What follows belongs to an exercise in optimizing a design on an open flow for small area; a production flow would make more cautious choices.

==> inputs of branch violet <==
// led_encoder
module led_encoder (
    input  wire       clk,
    input  wire       rst,         
    input  wire       wr_en,       
    input  wire [5:0] wr_idx,
    input  wire       wr_gamma,    
    input  wire [7:0] wr_r,
    input  wire [7:0] wr_g,
    input  wire [7:0] wr_b,
    input  wire       update,      
    output wire       ready,       
    output wire       line_en,     
    output wire       line         
);
==> module led_encoder, before the edit <==
module led_encoder (
    input  wire       clk,
    input  wire       rst,         
    input  wire       wr_en,       
    input  wire [5:0] wr_idx,
    input  wire       wr_gamma,    
    input  wire [7:0] wr_r,
    input  wire [7:0] wr_g,
    input  wire [7:0] wr_b,
    input  wire       update,      
    output wire       ready,       
    output wire       line_en,     
    output wire       line         
);
    localparam integer L      = 64;               
    localparam integer P      = 1;                
    localparam integer Q      = 2;                
    localparam integer S      = (L + P + Q) * 24;  
    localparam [7:0]   SYM1   = 8'hF8;            
    localparam [7:0]   SYM0   = 8'hE0;            
    wire [7:0] gam_r, gam_g, gam_b;
    gamma_rom_r u_gam_r (.idx(wr_r), .val(gam_r));
    gamma_rom_g u_gam_g (.idx(wr_g), .val(gam_g));
    gamma_rom_b u_gam_b (.idx(wr_b), .val(gam_b));
    wire [7:0] col_r = wr_gamma ? gam_r : wr_r;
    wire [7:0] col_g = wr_gamma ? gam_g : wr_g;
    wire [7:0] col_b = wr_gamma ? gam_b : wr_b;
    reg         in_flight;             
    reg  [10:0] cursor;                
    reg  [2:0]  bit_cnt;               
    reg  [23:0] led_buf [0:L-1];       
    reg  [L-1:0] led_written;          
    assign ready = ~in_flight;
    always @(posedge clk) begin
        if (rst) begin
            in_flight   <= 1'b0;
            cursor      <= 11'd0;
            bit_cnt     <= 3'd0;
            led_written <= {L{1'b0}};
        end else if (!in_flight) begin
            if (wr_en) begin
                led_buf[wr_idx]     <= {col_g, col_r, col_b};
                led_written[wr_idx] <= 1'b1;
            end
            if (update) begin
                in_flight <= 1'b1;
                cursor    <= 11'd0;
                bit_cnt   <= 3'd0;
            end
        end else begin
            bit_cnt <= bit_cnt + 3'd1;
            if (bit_cnt == 3'd7) begin
                if (cursor == S - 1) begin
                    in_flight <= 1'b0;
                    cursor    <= 11'd0;
                end else begin
                    cursor <= cursor + 11'd1;
                end
            end
        end
    end
    wire        in_data  = (cursor >= 24 * P) && (cursor < 24 * (P + L));
    wire [10:0] data_off = cursor - 24 * P;
    wire [10:0] led_idx  = data_off / 24;
    wire [4:0]  led_bit  = data_off % 24;      
    wire [23:0] cur_col  = led_buf[led_idx[5:0]];
    wire        cur_wr   = led_written[led_idx[5:0]];
    wire        col_bit  = cur_col[23 - led_bit];
    wire [7:0]  cur_byte = (in_data && cur_wr) ? (col_bit ? SYM1 : SYM0) : 8'h00;
    assign line_en = in_flight;
    assign line    = in_flight & cur_byte[7 - bit_cnt];
endmodule
clock: 20.0 ns
lec_check: 0
cap_margin: 20
core_margin: 2
core_utilization: 40
slew_margin: 20
run.sh (not shown) runs the stock make flow with config.mk's settings and CLKGATE_MAP_FILE= SYNTH_SCRIPT=/design/flow/synth_recipe.tcl, a recipe that flattens the netlist after the stock synthesis.
==> branch pepper: changes against branch violet <==
--- a/flow/design.v
+++ b/flow/design.v
@@ -811,60 +811,107 @@
     output wire       line         
 );
-    localparam integer L      = 64;               
-    localparam integer P      = 1;                
-    localparam integer Q      = 2;                
-    localparam integer S      = (L + P + Q) * 24;  
-    localparam [7:0]   SYM1   = 8'hF8;            
-    localparam [7:0]   SYM0   = 8'hE0;            
+    localparam integer L = 64;
     wire [7:0] gam_r, gam_g, gam_b;
     gamma_rom_r u_gam_r (.idx(wr_r), .val(gam_r));
     gamma_rom_g u_gam_g (.idx(wr_g), .val(gam_g));
     gamma_rom_b u_gam_b (.idx(wr_b), .val(gam_b));
-    wire [7:0] col_r = wr_gamma ? gam_r : wr_r;
-    wire [7:0] col_g = wr_gamma ? gam_g : wr_g;
-    wire [7:0] col_b = wr_gamma ? gam_b : wr_b;
-    reg         in_flight;             
-    reg  [10:0] cursor;                
-    reg  [2:0]  bit_cnt;               
-    reg  [23:0] led_buf [0:L-1];       
-    reg  [L-1:0] led_written;          
-    assign ready = ~in_flight;
+    wire [23:0] wdata = wr_gamma ? {gam_g, gam_r, gam_b} : {wr_g, wr_r, wr_b};
+    reg        in_flight;
+    reg  [5:0] phase;       
+    reg  [2:0] bit_cnt;     
+    reg  [4:0] byte_cnt;    
+    reg  [6:0] grp;         
+    assign ready   = ~in_flight;
+    assign line_en = in_flight;
+    wire last_bit  = (bit_cnt == 3'd7);
+    wire last_byte = (byte_cnt == 5'd23);
+    wire last_grp  = (grp == 7'd66);
     always @(posedge clk) begin
         if (rst) begin
-            in_flight   <= 1'b0;
-            cursor      <= 11'd0;
-            bit_cnt     <= 3'd0;
-            led_written <= {L{1'b0}};
-        end else if (!in_flight) begin
-            if (wr_en) begin
-                led_buf[wr_idx]     <= {col_g, col_r, col_b};
-                led_written[wr_idx] <= 1'b1;
-            end
-            if (update) begin
-                in_flight <= 1'b1;
-                cursor    <= 11'd0;
-                bit_cnt   <= 3'd0;
+            in_flight <= 1'b0;
+            phase     <= 6'd0;
+        end else begin
+            phase <= phase + 6'd1;
+            if (!in_flight) begin
+                if (update)
+                    in_flight <= 1'b1;
+            end else if (last_bit && last_byte && last_grp) begin
+                in_flight <= 1'b0;
             end
+        end
+    end
+    always @(posedge clk) begin
+        if (!in_flight) begin
+            bit_cnt  <= 3'd0;
+            byte_cnt <= 5'd0;
+            grp      <= 7'd0;
         end else begin
             bit_cnt <= bit_cnt + 3'd1;
-            if (bit_cnt == 3'd7) begin
-                if (cursor == S - 1) begin
-                    in_flight <= 1'b0;
-                    cursor    <= 11'd0;
+            if (last_bit) begin
+                if (last_byte) begin
+                    byte_cnt <= 5'd0;
+                    grp      <= grp + 7'd1;
                 end else begin
-                    cursor <= cursor + 11'd1;
+                    byte_cnt <= byte_cnt + 5'd1;
                 end
             end
         end
     end
-    wire        in_data  = (cursor >= 24 * P) && (cursor < 24 * (P + L));
-    wire [10:0] data_off = cursor - 24 * P;
-    wire [10:0] led_idx  = data_off / 24;
-    wire [4:0]  led_bit  = data_off % 24;      
-    wire [23:0] cur_col  = led_buf[led_idx[5:0]];
-    wire        cur_wr   = led_written[led_idx[5:0]];
-    wire        col_bit  = cur_col[23 - led_bit];
-    wire [7:0]  cur_byte = (in_data && cur_wr) ? (col_bit ? SYM1 : SYM0) : 8'h00;
-    assign line_en = in_flight;
-    assign line    = in_flight & cur_byte[7 - bit_cnt];
+    reg  [24*L-1:0] rd;        
+    reg  [L-1:0] rf;           
+    wire       wr_ok = wr_en & ~in_flight;
+    wire [5:0] wpos  = wr_idx + phase;
+    wire [23:0] wdata_n = ~wdata;
+    genvar p;
+    generate
+        for (p = 0; p < L; p = p + 1) begin : g_ring
+            localparam integer N = (p + 1) % L;
+            wire        sel = wr_ok & (wpos == p);
+            wire [23:0] src = (p % 2 == 0) ? wdata : wdata_n;
+            wire [23:0] nxt;
+            ring_stage u_st (.q(rd[24*p +: 24]), .sel(sel), .seln(~sel), .d(src), .y(nxt));
+            always @(posedge clk) begin
+                rd[24*N +: 24] <= nxt;
+                rf[N] <= ~rst & (sel | rf[p]);
+            end
+        end
+    endgenerate
+    reg  [23:0] cap;
+    reg         cap_f;
+    reg  [23:0] cur;
+    reg         cur_f;
+    wire [5:0] cap_pos = grp[5:0] + phase;
+    always @(posedge clk) begin
+        if (in_flight && cap_pos == 6'd0) begin
+            cap   <= rd[23:0];
+            cap_f <= rf[0];
+        end
+    end
+    always @(posedge clk) begin
+        if (rst || !in_flight) begin
+            cur_f <= 1'b0;
+        end else if (last_bit && last_byte) begin
+            cur   <= cap;
+            cur_f <= cap_f & ~grp[6];
+        end
+    end
+    wire cur_bit = cur[5'd23 - byte_cnt];
+    reg  sym_bit;
+    always @(*) begin
+        case (bit_cnt)
+            3'd0, 3'd1, 3'd2: sym_bit = 1'b1;
+            3'd3, 3'd4:       sym_bit = cur_bit;
+            default:          sym_bit = 1'b0;
+        endcase
+    end
+    assign line = cur_f & sym_bit;
+endmodule
+module ring_stage (
+    input  wire [23:0] q,
+    input  wire        sel,
+    input  wire        seln,
+    input  wire [23:0] d,
+    output wire [23:0] y
+);
+    assign y = ~((q | {24{sel}}) & (d | {24{seln}}));
 endmodule
--- a/flow/config.mk
+++ b/flow/config.mk
@@ -10,2 +10,4 @@
 export CORE_UTILIZATION = 40
 export SLEW_MARGIN = 20
+export SYNTH_HIERARCHICAL = 1
+export SYNTH_MINIMUM_KEEP_SIZE = 0
==> flow_summary.toml <==
[power]
share_seq_of_total_power_pct = 53.6

[finish]
fraction_of_area_in_multi_input_gates_pct = 27.9

[placement]
finalWeightedCongestion = 0.878

[min_path]
min_delay_worst_endpoint = "rd[644]$_DFF_P_"

[global_route]
met2_usage_pct = 35.5

[logic_synthesis]
number_of_flops_mapped_to_enable_cells_by_yosys = 49

[status]
outcome = "finished clean"
Source of the figures above: branch pepper

==> flow_summary.toml <==
[status]
outcome = "finished clean"

[global_route]
met2_usage_pct = 35.5

[placement]
finalWeightedCongestion = 0.924

[power]
share_seq_of_total_power_pct = 55.0

[min_path]
min_delay_worst_endpoint = "led_written[59]$_SDFFE_PP0P_"

[worst_setup_path]
reg2reg_to = "led_buf[34][1]$_DFFE_PP_"

[finish]
fraction_of_area_in_multi_input_gates_pct = 25.3

[drt]
routed-wl-met2_microns = 93200
Source of the figures above: branch violet

No functional check of the RTL was part of any run of this note.

[afterwards: timing with drivers on the ports]
How much do the figures lean on ideal ports? The routed layouts below were timed once more, with nothing changed but the port constraints. Step 1: set_driving_cell puts a clkbuf_16 on clk and a buf_2 on each other input, an assumption about the parent block. Step 2, shift: input delay + t, output delay - t, t = (earliest + latest rising clock arrival at the registers) / 2. This alone moves slack from input paths to output paths. Slacks: ideal / step 1 / step 2; pairs: ideal / step 1.
run	shift t [ns]	setup WS [ns]	worst hold slack (ns)	worst data-port slew with drivers (ns)
branch violet	0.875	4.628 / 4.547 / 5.422	0.463 / 0.463 / 0.463	0.04
branch pepper	0.835	12.055 / 12.106 / 11.271	0.401 / 0.401 / 0.401	0.06
After both steps every run listed still meets setup and hold. The setup slack of branch pepper, which loses most, moves by +0.051 ns with the drivers and by -0.784 ns with both steps.
